Background: an optimization exercise with open tools, aiming at small area, a short achievable clock period and few clock cycles. Do not read the settings as production practice.
Function was checked by simulation only, so behaviour that the tests miss may differ from the original.
Power figures rest on the tool's default switching activity, not on a simulated workload.

### design.v
module raa (
    input  wire         clk,
    input  wire         rst,           
    input  wire         cmd_valid,
    output wire         cmd_ready,
    input  wire [7:0]   cmd,
    input  wire [15:0]  sa_temp,       
    input  wire [15:0]  sa_hum,
    input  wire [191:0] sb,            
    input  wire [7:0]   sx,
    output wire [15:0]  ava_temp,
    output wire [15:0]  ava_hum,
    output wire [191:0] avb,
    output wire [7:0]   avx,
    output wire [3:0]   status,
    output wire         fatal,
    output wire [3:0]   fatal_code,
    output wire [3:0]   off,
    output wire [3:0]   cnt_a,
    output wire [3:0]   cnt_b,
    output wire [3:0]   cnt_x
);
    localparam [3:0] ST_OK           = 4'd0;
    localparam [3:0] ST_EMPTY_WINDOW = 4'd7;
    localparam [3:0] ST_ILLEGAL_OP   = 4'd15;
    reg [32*10-1:0]  ha;             
    reg [192*10-1:0] hb;
    reg [8*10-1:0]   hx;
    reg [9:0]        va, vb, vx;     
    reg [3:0]  off_r;
    reg [3:0]  cnt_a_r, cnt_b_r, cnt_x_r;
    reg [31:0]  ava_r;
    reg [191:0] avb_r;
    reg [7:0]   avx_r;
    reg [3:0]  status_r;
    reg        fatal_r;
    reg [3:0]  fatal_code_r;
    reg [19:0]  sum_t, sum_h;
    reg [20*12-1:0] sum_b;
    reg [11:0]  sum_x;
    reg [31:0]  hn_a;
    reg [191:0] hn_b;
    reg [7:0]   hn_x;
    reg         fo_a, fo_b, fo_x;        
    reg         fs_a, fs_b, fs_x;        
    reg         fn_a, fn_b, fn_x;        
    reg [4:0]   od_a, od_b, od_x;        
    reg [3:0]   sa_a, sa_b, sa_x;        
    reg [1:0]   st_a, st_b, st_x;        
    reg [8:0]   rem_x;
    reg [3:0]   qh_x;                    
    reg [8:0]   rem_t, rem_h;            
    reg [9:0]   qh_t, qh_h;              
    reg [9*12-1:0] rem_b;
    reg [10*12-1:0] qh_b;
    reg         pend;                    
    reg [1:0]   pend_ch;
    assign cmd_ready = ~pend;
    wire accept = cmd_valid & ~pend;
    wire c_push = (cmd[7:2] == 6'b010000) & (cmd[1:0] != 2'b11);
    wire c_avg  = (cmd[7:2] == 6'b010100) & (cmd[1:0] != 2'b11);
    wire c_adv  = (cmd == 8'h60);
    wire ch0 = (cmd[1:0] == 2'd0);
    wire ch1 = (cmd[1:0] == 2'd1);
    wire ch2 = (cmd[1:0] == 2'd2);
    wire push_a = accept & c_push & ch0;
    wire push_b = accept & c_push & ch1;
    wire push_x = accept & c_push & ch2;
    wire adv    = accept & c_adv;
    function [9:0] slot_of;
        input [3:0] o;
        input [3:0] n;
        integer p;
        reg [4:0] e;
        begin
            for (p = 0; p < 10; p = p + 1) begin
                e = o + p;
                if (e >= 10) e = e - 10;
                slot_of[p] = (e[3:0] == n + 4'd1);
            end
        end
    endfunction
    wire [9:0] seln_a = slot_of(off_r, cnt_a_r);
    wire [9:0] seln_b = slot_of(off_r, cnt_b_r);
    wire [9:0] seln_x = slot_of(off_r, cnt_x_r);
    reg [31:0]  rd_a;
    reg [191:0] rd_b;
    reg [7:0]   rd_x;
    integer p;
    always @(*) begin
        rd_a = 32'd0;
        rd_b = 192'd0;
        rd_x = 8'd0;
        for (p = 1; p < 10; p = p + 1) begin
            rd_a = rd_a | ({32{seln_a[p] & va[p]}}  & ha[32*p +: 32]);
            rd_b = rd_b | ({192{seln_b[p] & vb[p]}} & hb[192*p +: 192]);
            rd_x = rd_x | ({8{seln_x[p] & vx[p]}}   & hx[8*p +: 8]);
        end
    end
    always @(posedge clk) begin
        if (rst) begin
            hn_a <= 32'd0;
            hn_b <= 192'd0;
            hn_x <= 8'd0;
        end else begin
            if (push_a) hn_a <= seln_a[0] ? {sa_hum, sa_temp} : rd_a;
            if (push_b) hn_b <= seln_b[0] ? sb : rd_b;
            if (push_x) hn_x <= seln_x[0] ? sx : rd_x;
        end
    end
    wire [31:0]  old_a = {32{va[0]}}  & ha[31:0];
    wire [191:0] old_b = {192{vb[0]}} & hb[191:0];
    wire [7:0]   old_x = {8{vx[0]}}   & hx[7:0];
    function [19:0] upd;
        input [19:0] s;
        input [15:0] a;
        input        ca;
        input [15:0] b;
        input        cb;
        input [15:0] c;
        input        cc;
        reg [19:0] x, y, z, s1, c1, s2, c2;
        begin
            x  = {4'd0, a & {16{ca}}};
            y  = {4'd0, b & {16{cb}}};
            z  = cc ? ~{4'd0, c} : 20'd0;            
            s1 = s ^ y ^ z;
            c1 = (((s & y) | (s & z) | (y & z)) << 1) | {19'd0, cc};
            s2 = s1 ^ c1 ^ x;
            c2 = ((s1 & c1) | (s1 & x) | (c1 & x)) << 1;
            upd = s2 + c2;
        end
    endfunction
    wire [19:0] new_t = upd(sum_t, sa_temp ^ 16'h8000, fs_a, hn_a[15:0] ^ 16'h8000, fn_a,
                            old_a[15:0] ^ 16'h8000, fo_a);
    wire [19:0] new_h = upd(sum_h, sa_hum, fs_a, hn_a[31:16], fn_a, old_a[31:16], fo_a);
    reg [20*12-1:0] new_b;
    integer f;
    always @(*) begin
        for (f = 0; f < 12; f = f + 1)
            new_b[20*f +: 20] = upd(sum_b[20*f +: 20], sb[16*f +: 16], fs_b,
                                    hn_b[16*f +: 16], fn_b, old_b[16*f +: 16], fo_b);
    end
    wire [19:0] new_x20 = upd({8'd0, sum_x}, {8'd0, sx}, fs_x, {8'd0, hn_x}, fn_x,
                              {8'd0, old_x}, fo_x);
    wire [11:0] new_x = new_x20[11:0];
    function [9:0] ost3;      
        input [8:0] R;
        input       b;
        begin
            ost3[0] = b ? R[1] : R[0];
            ost3[1] = b ? R[0] : R[2];
            ost3[2] = b ? R[2] : R[1];
            ost3[3] = 1'b0;
            ost3[4] = 1'b0;
            ost3[5] = 1'b0;
            ost3[6] = 1'b0;
            ost3[7] = 1'b0;
            ost3[8] = 1'b0;
            ost3[9] = R[2] | (b & R[1]);
        end
    endfunction
    function [9:0] ost5;      
        input [8:0] R;
        input       b;
        begin
            ost5[0] = b ? R[2] : R[0];
            ost5[1] = b ? R[0] : R[3];
            ost5[2] = b ? R[3] : R[1];
            ost5[3] = b ? R[1] : R[4];
            ost5[4] = b ? R[4] : R[2];
            ost5[5] = 1'b0;
            ost5[6] = 1'b0;
            ost5[7] = 1'b0;
            ost5[8] = 1'b0;
            ost5[9] = R[3] | R[4] | (b & R[2]);
        end
    endfunction
    function [9:0] ost7;      
        input [8:0] R;
        input       b;
        begin
            ost7[0] = b ? R[3] : R[0];
            ost7[1] = b ? R[0] : R[4];
            ost7[2] = b ? R[4] : R[1];
            ost7[3] = b ? R[1] : R[5];
            ost7[4] = b ? R[5] : R[2];
            ost7[5] = b ? R[2] : R[6];
            ost7[6] = b ? R[6] : R[3];
            ost7[7] = 1'b0;
            ost7[8] = 1'b0;
            ost7[9] = R[4] | R[5] | R[6] | (b & R[3]);
        end
    endfunction
    function [9:0] ost9;      
        input [8:0] R;
        input       b;
        begin
            ost9[0] = b ? R[4] : R[0];
            ost9[1] = b ? R[0] : R[5];
            ost9[2] = b ? R[5] : R[1];
            ost9[3] = b ? R[1] : R[6];
            ost9[4] = b ? R[6] : R[2];
            ost9[5] = b ? R[2] : R[7];
            ost9[6] = b ? R[7] : R[3];
            ost9[7] = b ? R[3] : R[8];
            ost9[8] = b ? R[8] : R[4];
            ost9[9] = R[5] | R[6] | R[7] | R[8] | (b & R[4]);
        end
    endfunction
    function [14:0] div6;        
        input [4:0] od;
        input [8:0] R;
        input [5:0] bits;
        integer i;
        reg [8:0] r3, r5, r7, r9;
        reg [5:0] q3, q5, q7, q9;
        reg [9:0] s;
        begin
            r3 = R; r5 = R; r7 = R; r9 = R;
            for (i = 5; i >= 0; i = i - 1) begin
                s = ost3(r3, bits[i]);  q3[i] = s[9];  r3 = s[8:0];
                s = ost5(r5, bits[i]);  q5[i] = s[9];  r5 = s[8:0];
                s = ost7(r7, bits[i]);  q7[i] = s[9];  r7 = s[8:0];
                s = ost9(r9, bits[i]);  q9[i] = s[9];  r9 = s[8:0];
            end
            div6 = ({15{od[0]}} & {bits, 9'd1})
                 | ({15{od[1]}} & {q3, r3})
                 | ({15{od[2]}} & {q5, r5})
                 | ({15{od[3]}} & {q7, r7})
                 | ({15{od[4]}} & {q9, r9});
        end
    endfunction
    function [8:0] dec4;
        input [1:0] v;
        begin
            dec4 = {5'd0, v == 2'd3, v == 2'd2, v == 2'd1, v == 2'd0};
        end
    endfunction
    function [14:0] lane;
        input [1:0]  st;
        input [4:0]  od;
        input [3:0]  sa;
        input [19:0] s;
        input [8:0]  r;
        reg [19:0] sh;
        reg [8:0]  rin;
        reg [5:0]  bin;
        begin
            sh = ({20{sa[0]}} & s)
               | ({20{sa[1]}} & {1'd0, s[19:1]})
               | ({20{sa[2]}} & {2'd0, s[19:2]})
               | ({20{sa[3]}} & {3'd0, s[19:3]});
            case (st)
                2'd0:    begin rin = dec4(sh[19:18]); bin = sh[17:12]; end
                2'd1:    begin rin = r;               bin = sh[11:6];  end
                default: begin rin = r;               bin = sh[5:0];   end
            endcase
            lane = div6(od, rin, bin);
        end
    endfunction
    wire [14:0] dt = lane(st_a, od_a, sa_a, sum_t, rem_t);
    wire [14:0] dh = lane(st_a, od_a, sa_a, sum_h, rem_h);
    reg  [15*12-1:0] db;
    always @(*) begin
        for (f = 0; f < 12; f = f + 1)
            db[15*f +: 15] = lane(st_b, od_b, sa_b, sum_b[20*f +: 20], rem_b[9*f +: 9]);
    end
    wire [11:0] shx = ({12{sa_x[0]}} & sum_x)
                    | ({12{sa_x[1]}} & {1'd0, sum_x[11:1]})
                    | ({12{sa_x[2]}} & {2'd0, sum_x[11:2]})
                    | ({12{sa_x[3]}} & {3'd0, sum_x[11:3]});
    wire        px  = (st_x == 2'd2);
    wire [14:0] dx  = div6(od_x, px ? rem_x : dec4(shx[11:10]),
                           px ? {shx[3:0], 2'b00} : shx[9:4]);
    wire park_a = (st_a == 2'd2);
    wire park_b = (st_b == 2'd2);
    wire park_x = px;
    wire [15:0] fin_t = {qh_t, dt[14:9]} ^ 16'h8000;
    wire [15:0] fin_h = {qh_h, dh[14:9]};
    reg  [191:0] fin_b;
    always @(*) begin
        for (f = 0; f < 12; f = f + 1)
            fin_b[16*f +: 16] = {qh_b[10*f +: 10], db[15*f + 9 +: 6]};
    end
    wire [7:0] fin_x = {qh_x, dx[14:11]};
    wire avg_a = accept & c_avg & ch0 & (cnt_a_r != 4'd0);
    wire avg_b = accept & c_avg & ch1 & (cnt_b_r != 4'd0);
    wire avg_x = accept & c_avg & ch2 & (cnt_x_r != 4'd0);
    wire avg_ok = avg_a | avg_b | avg_x;
    wire avg_wait = (avg_a & ~park_a) | (avg_b & ~park_b) | (avg_x & ~park_x);
    wire ld_a = park_a & (avg_a | (pend & (pend_ch == 2'd0)));
    wire ld_b = park_b & (avg_b | (pend & (pend_ch == 2'd1)));
    wire ld_x = park_x & (avg_x | (pend & (pend_ch == 2'd2)));
    wire avg_empty = accept & c_avg & ~avg_ok;
    wire illegal   = accept & ~c_push & ~c_avg & ~c_adv;
    integer k;
    always @(posedge clk) begin
        if (adv) begin
            for (k = 0; k < 10; k = k + 1) begin
                ha[32*k +: 32]   <= ha[32*((k+1)%10) +: 32];
                hb[192*k +: 192] <= hb[192*((k+1)%10) +: 192];
                hx[8*k +: 8]     <= hx[8*((k+1)%10) +: 8];
            end
        end else begin
            if (push_a) ha[31:0]  <= {sa_hum, sa_temp};
            if (push_b) hb[191:0] <= sb;
            if (push_x) hx[7:0]   <= sx;
        end
    end
    always @(posedge clk) begin
        if (rst) begin
            va <= 10'd0;
            vb <= 10'd0;
            vx <= 10'd0;
        end else if (adv) begin
            va <= {va[0], va[9:1]};
            vb <= {vb[0], vb[9:1]};
            vx <= {vx[0], vx[9:1]};
        end else begin
            if (push_a) va[0] <= 1'b1;
            if (push_b) vb[0] <= 1'b1;
            if (push_x) vx[0] <= 1'b1;
        end
    end
    wire [3:0] off_n = rst ? 4'd0 : adv ? ((off_r == 4'd9) ? 4'd0 : off_r + 4'd1) : off_r;
    wire [3:0] cna_n = rst ? 4'd0 : (push_a && cnt_a_r != 4'd10) ? cnt_a_r + 4'd1 : cnt_a_r;
    wire [3:0] cnb_n = rst ? 4'd0 : (push_b && cnt_b_r != 4'd10) ? cnt_b_r + 4'd1 : cnt_b_r;
    wire [3:0] cnx_n = rst ? 4'd0 : (push_x && cnt_x_r != 4'd10) ? cnt_x_r + 4'd1 : cnt_x_r;
    function [8:0] dcode;
        input [3:0] n;
        begin
            case (n)
                4'd1:    dcode = {5'b00001, 4'b0001};
                4'd2:    dcode = {5'b00001, 4'b0010};
                4'd3:    dcode = {5'b00010, 4'b0001};
                4'd4:    dcode = {5'b00001, 4'b0100};
                4'd5:    dcode = {5'b00100, 4'b0001};
                4'd6:    dcode = {5'b00010, 4'b0010};
                4'd7:    dcode = {5'b01000, 4'b0001};
                4'd8:    dcode = {5'b00001, 4'b1000};
                4'd9:    dcode = {5'b10000, 4'b0001};
                4'd10:   dcode = {5'b00100, 4'b0010};
                default: dcode = 9'd0;
            endcase
        end
    endfunction
    always @(posedge clk) begin
        off_r   <= off_n;
        cnt_a_r <= cna_n;
        cnt_b_r <= cnb_n;
        cnt_x_r <= cnx_n;
        fo_a <= (off_n <  cna_n);
        fo_b <= (off_n <  cnb_n);
        fo_x <= (off_n <  cnx_n);
        fs_a <= (off_n <= cna_n);
        fs_b <= (off_n <= cnb_n);
        fs_x <= (off_n <= cnx_n);
        fn_a <= (cna_n != 4'd10) & (cna_n != off_n);
        fn_b <= (cnb_n != 4'd10) & (cnb_n != off_n);
        fn_x <= (cnx_n != 4'd10) & (cnx_n != off_n);
        {od_a, sa_a} <= dcode(cna_n);
        {od_b, sa_b} <= dcode(cnb_n);
        {od_x, sa_x} <= dcode(cnx_n);
    end
    always @(posedge clk) begin
        if (rst) begin
            ava_r        <= 32'd0;
            avb_r        <= 192'd0;
            avx_r        <= 8'd0;
            status_r     <= ST_OK;
            fatal_r      <= 1'b0;
            fatal_code_r <= 4'd0;
            sum_t        <= 20'd0;
            sum_h        <= 20'd0;
            sum_b        <= {(20*12){1'b0}};
            sum_x        <= 12'd0;
            st_a         <= 2'd2;
            st_b         <= 2'd2;
            st_x         <= 2'd2;
            pend         <= 1'b0;
            pend_ch      <= 2'd0;
        end else begin
            if (push_a) begin
                sum_t <= new_t;
                sum_h <= new_h;
            end
            if (push_b) sum_b <= new_b;
            if (push_x) sum_x <= new_x;
            if (push_a)              st_a <= 2'd0;
            else if (st_a != 2'd2)   st_a <= st_a + 2'd1;
            if (push_b)              st_b <= 2'd0;
            else if (st_b != 2'd2)   st_b <= st_b + 2'd1;
            if (push_x)              st_x <= 2'd0;
            else                     st_x <= 2'd2;
            if (ld_a) ava_r <= {fin_h, fin_t};
            if (ld_b) avb_r <= fin_b;
            if (ld_x) avx_r <= fin_x;
            if (avg_wait) begin
                pend    <= 1'b1;
                pend_ch <= cmd[1:0];
            end else if (ld_a | ld_b | ld_x) begin
                pend    <= 1'b0;
            end
            if (accept) begin
                if (avg_empty) begin
                    status_r <= ST_EMPTY_WINDOW;
                    if (!fatal_r) begin
                        fatal_r      <= 1'b1;
                        fatal_code_r <= ST_EMPTY_WINDOW;
                    end
                end else if (illegal) begin
                    status_r <= ST_ILLEGAL_OP;
                    if (!fatal_r) begin
                        fatal_r      <= 1'b1;
                        fatal_code_r <= ST_ILLEGAL_OP;
                    end
                end else begin
                    status_r <= ST_OK;
                end
            end
        end
    end
    always @(posedge clk) begin
        if (st_a == 2'd0) begin
            qh_t[9:6] <= dt[12:9];  rem_t <= dt[8:0];
            qh_h[9:6] <= dh[12:9];  rem_h <= dh[8:0];
        end else if (st_a == 2'd1) begin
            qh_t[5:0] <= dt[14:9];  rem_t <= dt[8:0];
            qh_h[5:0] <= dh[14:9];  rem_h <= dh[8:0];
        end
        if (st_x == 2'd0) begin
            qh_x  <= dx[12:9];
            rem_x <= dx[8:0];
        end
        for (k = 0; k < 12; k = k + 1) begin
            if (st_b == 2'd0) begin
                qh_b[10*k + 6 +: 4] <= db[15*k + 9 +: 4];
                rem_b[9*k +: 9]     <= db[15*k +: 9];
            end else if (st_b == 2'd1) begin
                qh_b[10*k +: 6]     <= db[15*k + 9 +: 6];
                rem_b[9*k +: 9]     <= db[15*k +: 9];
            end
        end
    end
    assign ava_temp   = ava_r[15:0];
    assign ava_hum    = ava_r[31:16];
    assign avb        = avb_r;
    assign avx        = avx_r;
    assign status     = status_r;
    assign fatal      = fatal_r;
    assign fatal_code = fatal_code_r;
    assign off        = off_r;
    assign cnt_a      = cnt_a_r;
    assign cnt_b      = cnt_b_r;
    assign cnt_x      = cnt_x_r;
endmodule
### run.sh
#!/bin/bash
# synth_recipe.tcl (not shown) runs the flow's synth.tcl, then flattens the netlist and writes it again
# the make line also repeats each setting of config.mk as NAME=value (left out here)
make -C /OpenROAD-flow-scripts/flow DESIGN_CONFIG=/design/flow/config.mk WORK_HOME=/design/flow/orfs CLKGATE_MAP_FILE= SYNTH_SCRIPT=/design/flow/synth_recipe.tcl finish
### config.mk
export PLATFORM = sky130hd
export DESIGN_NAME = raa
export DESIGN_NICKNAME = raa
export VERILOG_FILES = /design/flow/design.v
export SDC_FILE = /design/flow/constraint.sdc
export NUM_CORES = 4
export LEC_CHECK = 0
export CAP_MARGIN = 20
export CORE_MARGIN = 2
export CORE_UTILIZATION = 40
export SETUP_SLACK_MARGIN = 0.3
export SLEW_MARGIN = 20
### constraint.sdc
create_clock -name core_clock -period 5.5 [get_ports {clk}]
set_input_delay 1.1000 -clock core_clock [delete_from_list [all_inputs] [get_ports {clk}]]
set_output_delay 1.1000 -clock core_clock [all_outputs]
set_load 0.01 [all_outputs]
==> run notes <==
[cells by family after synthesis]
family          after synthesis  synth area share
compound gates             5630             0.193
simple gates               6382             0.142
mux                         973            0.0508
xor+xnor                    357            0.0156
fa+ha+maj                   886            0.0731
buf+inv                    2531            0.0521
flops                      3450             0.473
[routing by layer]
| layer | vias to the layer above | global-route usage | part of all wire |
|---|---|---|---|
| li1 | 75429 | - | - |
| met1 | 82681 | 0.354 | 0.40 |
| met2 | 7754 | 0.441 | 0.46 |
| met3 | 1468 | 0.0453 | 0.079 |
| met4 | 48 | 0.142 | 0.061 |
| met5 | - | 0.00528 | 0.00095 |
[how the worst max path moves through the flow]
stage,start,to,slack [ps]
floorplan,cmd[7],ha[100],-1940
global placement,sb[17],sum_b[39],-270
CTS,fo_b,sum_b[219],300
detailed placement,sb[17],sum_b[39],-240
global route,fo_b,sum_b[219],220
finish,fo_b,sum_b[59],510
[worst register-to-register path, cell delays in order, from the launching register on]
cell and delay [ps]:
dfxtp_4 380, buf_12 140, buf_12 150, buf_16 170
nand2_1 160, fa_1 530, fa_1 410, inv_1 70
ha_1 180, inv_1 70, fa_1 460, nor2b_2 170
o21ai_2 100, a21boi_2 150, o21ai_1 100, a21oi_2 200
a41oi_2 160, a2111oi_2 380, buf_4 170, o31ai_1 80
xnor2_1 140, or3_1 310, a21oi_1 150
[repair_timing]
action,CTS,global route
gates resized for setup,16,98
gates cloned,0,2
pin swaps,0,24
setup endpoints to repair,15,106
setup buffers,6,30
[stage by stage]
stage | utilization | hold WS, ps | total power [mW] | setup slack [ps]
2_1_floorplan | - | 406 | 29.3 | -1940
3_3_place_gp | 0.429 | 414 | 30.0 | -269
3_5_place_dp | 0.429 | 415 | 30.0 | -238
4_1_cts | 0.456 | 381 | 56.7 | 296
5_1_grt | 0.457 | 383 | 57.8 | 220
6_report | 0.457 | 376 | 56.3 | 509
[state kept, by name, summed over array words and instances, names as in the netlist, 12 cells and up]
signal  cells
ava_r      32
hb       1920
avb_r     192
sum_h      20
hn_b      192
hn_a       32
sum_t      20
hx         80
ha        320
rem_b     108
sum_x      12
qh_b      120
sum_b     240
[cell type report]
| type | count | area, um2 | share of cell area |
|---|---|---|---|
| clock inverters | 174 | 2260 | 0.00985 |
| repair inverters | 1 | 16.3 | 0.0000710 |
| flip-flops and latches | 3450 | 95100 | 0.416 |
| diodes | 30 | 75.1 | 0.000328 |
| inverters | 1045 | 4000 | 0.0175 |
| clock buffers | 542 | 10700 | 0.0469 |
| well taps | 6681 | 8360 | 0.0365 |
| multi-input cells | 14228 | 95900 | 0.419 |
| repair buffers | 1295 | 12400 | 0.0543 |
[cells in the final DEF, fill, tap and decap left out, types with 55 or more instances in the layout]
cell type / synthesis / layout
nand2_1: 3384 / 3382
edfxtp_1: 2599 / 2599
a21oi_1: 1558 / 1545
a22oi_1: 1122 / 1122
inv_1: 1031 / 1029
dfxtp_1: 851 / 835
nor2_1: 828 / 826
mux2i_1: 770 / 766
nand3_1: 765 / 762
buf_4: 74 / 678
o21ai_0: 617 / 599
clkdlybuf4s50_1: 0 / 499
fa_1: 480 / 480
ha_1: 406 / 406
clkbuf_16: 0 / 387
nor3_1: 385 / 364
and2_1: 287 / 287
o221ai_1: 288 / 287
xnor2_1: 265 / 261
a221oi_1: 244 / 244
a211oi_1: 225 / 222
o211ai_1: 211 / 211
mux2_2: 178 / 178
a31oi_1: 162 / 161
nand4_1: 116 / 116
and3_1: 114 / 114
buf_12: 1 / 109
clkbuf_1: 1006 / 107
a21o_1: 92 / 92
a222oi_1: 91 / 91
xor2_1: 91 / 91
o22ai_1: 88 / 88
o31ai_1: 90 / 85
or3_1: 86 / 83
o21ai_1: 65 / 78
nand2b_1: 61 / 61
nor4_1: 65 / 61
a211o_1: 60 / 60
o21a_1: 59 / 59
and4_1: 55 / 55
[power breakdown]
part	total, mW	internal (mW)	switching, mW
sequential	27.7	27.7	0.0277
clock	26.8	15.3	11.5
combinational	1.77	0.649	1.12
total	56.3	43.6	12.7
==> results by group <==
Outcome
  • Status: no timing/DRC/antenna violations

STA
  • Fin Clk Skew: between 90 and 100 ps
  • Worst-Margin Slew: about 1200 ps
  • Min cycle time layout: approximately 5000 ps
  • Count of final max-slew check failures: 0
  • Maximum clock frequency: roughly 200 MHz
  • TNS Setup: 0 ps
  • Relative slew slack: 0.205
  • Fin crit share: 0.907
  • Hold Vio Cnt, Final: 0
  • Final setup viols: 0
  • RSZ-0062 raised after global routing: true

CTS
  • Clk buf depth: 4
  • Clock Sinks: approximately 3500
  • Hold_buf cts: 0
  • Num CTS Buffers: ~380
  • CTS tree: done
  • Clk root buf: clkbuf_16
  • Clk pin slew, worst setup/hold paths: approximately 60 ps
  • Clock latency on the worst-skew pair: 1040 ps
  • Max H-tree Level: 5

Finish
  • Design Area, Final: 229000 um2
  • Final nets: ~22000
  • Fin cells: roughly 27000
  • Area Growth Syn to Fin: 14.0%
  • Fillers: roughly 47000
  • Layout cells sized above 1: 0.0931

Hold path
  • Hold Startpoint: hb[1404]
  • Hold Path Depth: 0
  • Hold Path End: hb[1212]
  • Min-delay worst type: register to register

Routing
  • Detail Route Antenna Nets: 0
  • DRT Wirelength: 725000 um
  • WL/cell: 26.4 um
  • Via count: between 150k and 200k
  • Vias per inst: between 6 and 7
  • Drt drc: 0
  • First-pass DRT Iterations: 10
  • Initial DRC Count: roughly 18000

Yosys
  • Synth area leaders: edfxtp_1 (39%), dfxtp_1 (8.5%), nand2_1 (6.3%)
  • Number of synthesized register bits: roughly 3500
  • FFs w/ async S/R, synth: 0
  • Cells after synthesis: between 20000 and 25000
  • Top FF cell, synth: edfxtp_1
  • Avg Cell Area, Syn: around 9.9 um2
  • Post-synth top area share: 0.388
  • Syn. warnings: 1
  • Top-count cell post-synth: nand2_1
  • Post-synth EDFFs: roughly 2600
  • Commonest cells post-synth: nand2_1 (3384), edfxtp_1 (2599), a21oi_1 (1558)
  • Post-synthesis sequential area ratio: 0.473
  • Yosys cell types: 130
  • Mapped Area: ~200000 um2
  • Syn Nets: between 20000 and 25000
  • Cell accounting for the most synthesized area: edfxtp_1

Global route
  • Initial antenna violation count: 57
  • Vias in the first global route: about 160k
  • First-pass GRT wire length: between 1000000 and 1500000 um
  • Gr usage total: 0.274
  • Grt ovf: 0
  • Largest net degree at the start of global routing: 182

Place
  • Dpl cell area: around 220000 um2
  • DP HPWL: roughly 500000 um
  • GPL Wtd Cong: between 0.9 and 1
  • Port Buf Inserts: 500
  • Placed cells: about 27000

Setup path
  • Launching point of the worst reg2reg path: fo_b
  • CP cell instances: buf_12, buf_12, buf_16, nand2_1, fa_1, fa_1, inv_1, ha_1, inv_1, fa_1, nor2b_2, o21ai_2, a21boi_2, o21ai_1, a21oi_2, a41oi_2, a2111oi_2, buf_4, o31ai_1, xnor2_1, or3_1, a21oi_1
  • CP Launch Type: register
  • Worst-path fanout max: 11
  • CP Capture Type: register
  • Crit Reg-Reg Endpoint: sum_b[59]
  • Worst EP arrival: between 5000 and 6000 ps
  • CP max stage cell: fa_1
  • R2r worst-path depth: 22
  • Worst path depth: 22
  • Crit-path most repeated cell: fa_1
  • CP required: roughly 6400 ps
  • R2R setup slack: 510 ps
  • Critical path class: register to register
  • Worst path buffer plus inverter count: 6
  • Max incr delay on CP: ~530 ps
  • Top cell family by delay on the critical path: adder cells

Floorplanning
  • Full die area: between 500000 and 600000 um2
  • Die Y-Extent: about 710 um
  • Initial Utilization: 0.401
  • Core ar.: 501000 um2
  • Die W: approximately 700 um
  • Std-Cell Rows: 260
  • # IOs: between 500 and 600

Pwr
  • Worst VDD drop: 304 uV
  • P per Cell Area: about 250 nW/um2
  • Leak pwr: about 84 nW

Job
  • Max cap viols: 0
Testbench counts, summed over its fixed seeds: cycles 2,196.

separate check: timing with driven ports:
The flow's constraints put no driver on any port. The routed layout listed below was extracted and timed again, unchanged, in two steps.
Step 1 assumes that a clkbuf_16 drives the clock port and a buf_2 every other input.
Step 2 moves the port delays by t, midway between the first and last clock arrival at a register: inputs arrive t later, outputs are due t later. That takes back most of the time a late clock gives input paths.
a / b / c = ideal / step 1 / step 2; a / b = the first two.
t, ns: 1.132
slack for setup (ns): 0.509 / 0.509 / 0.057
cell pins on the clock port's net: 1
After both steps this run still meets setup and hold. For this run, drivers alone change the setup slack by 0.000 ns; drivers and shift together by -0.452 ns.
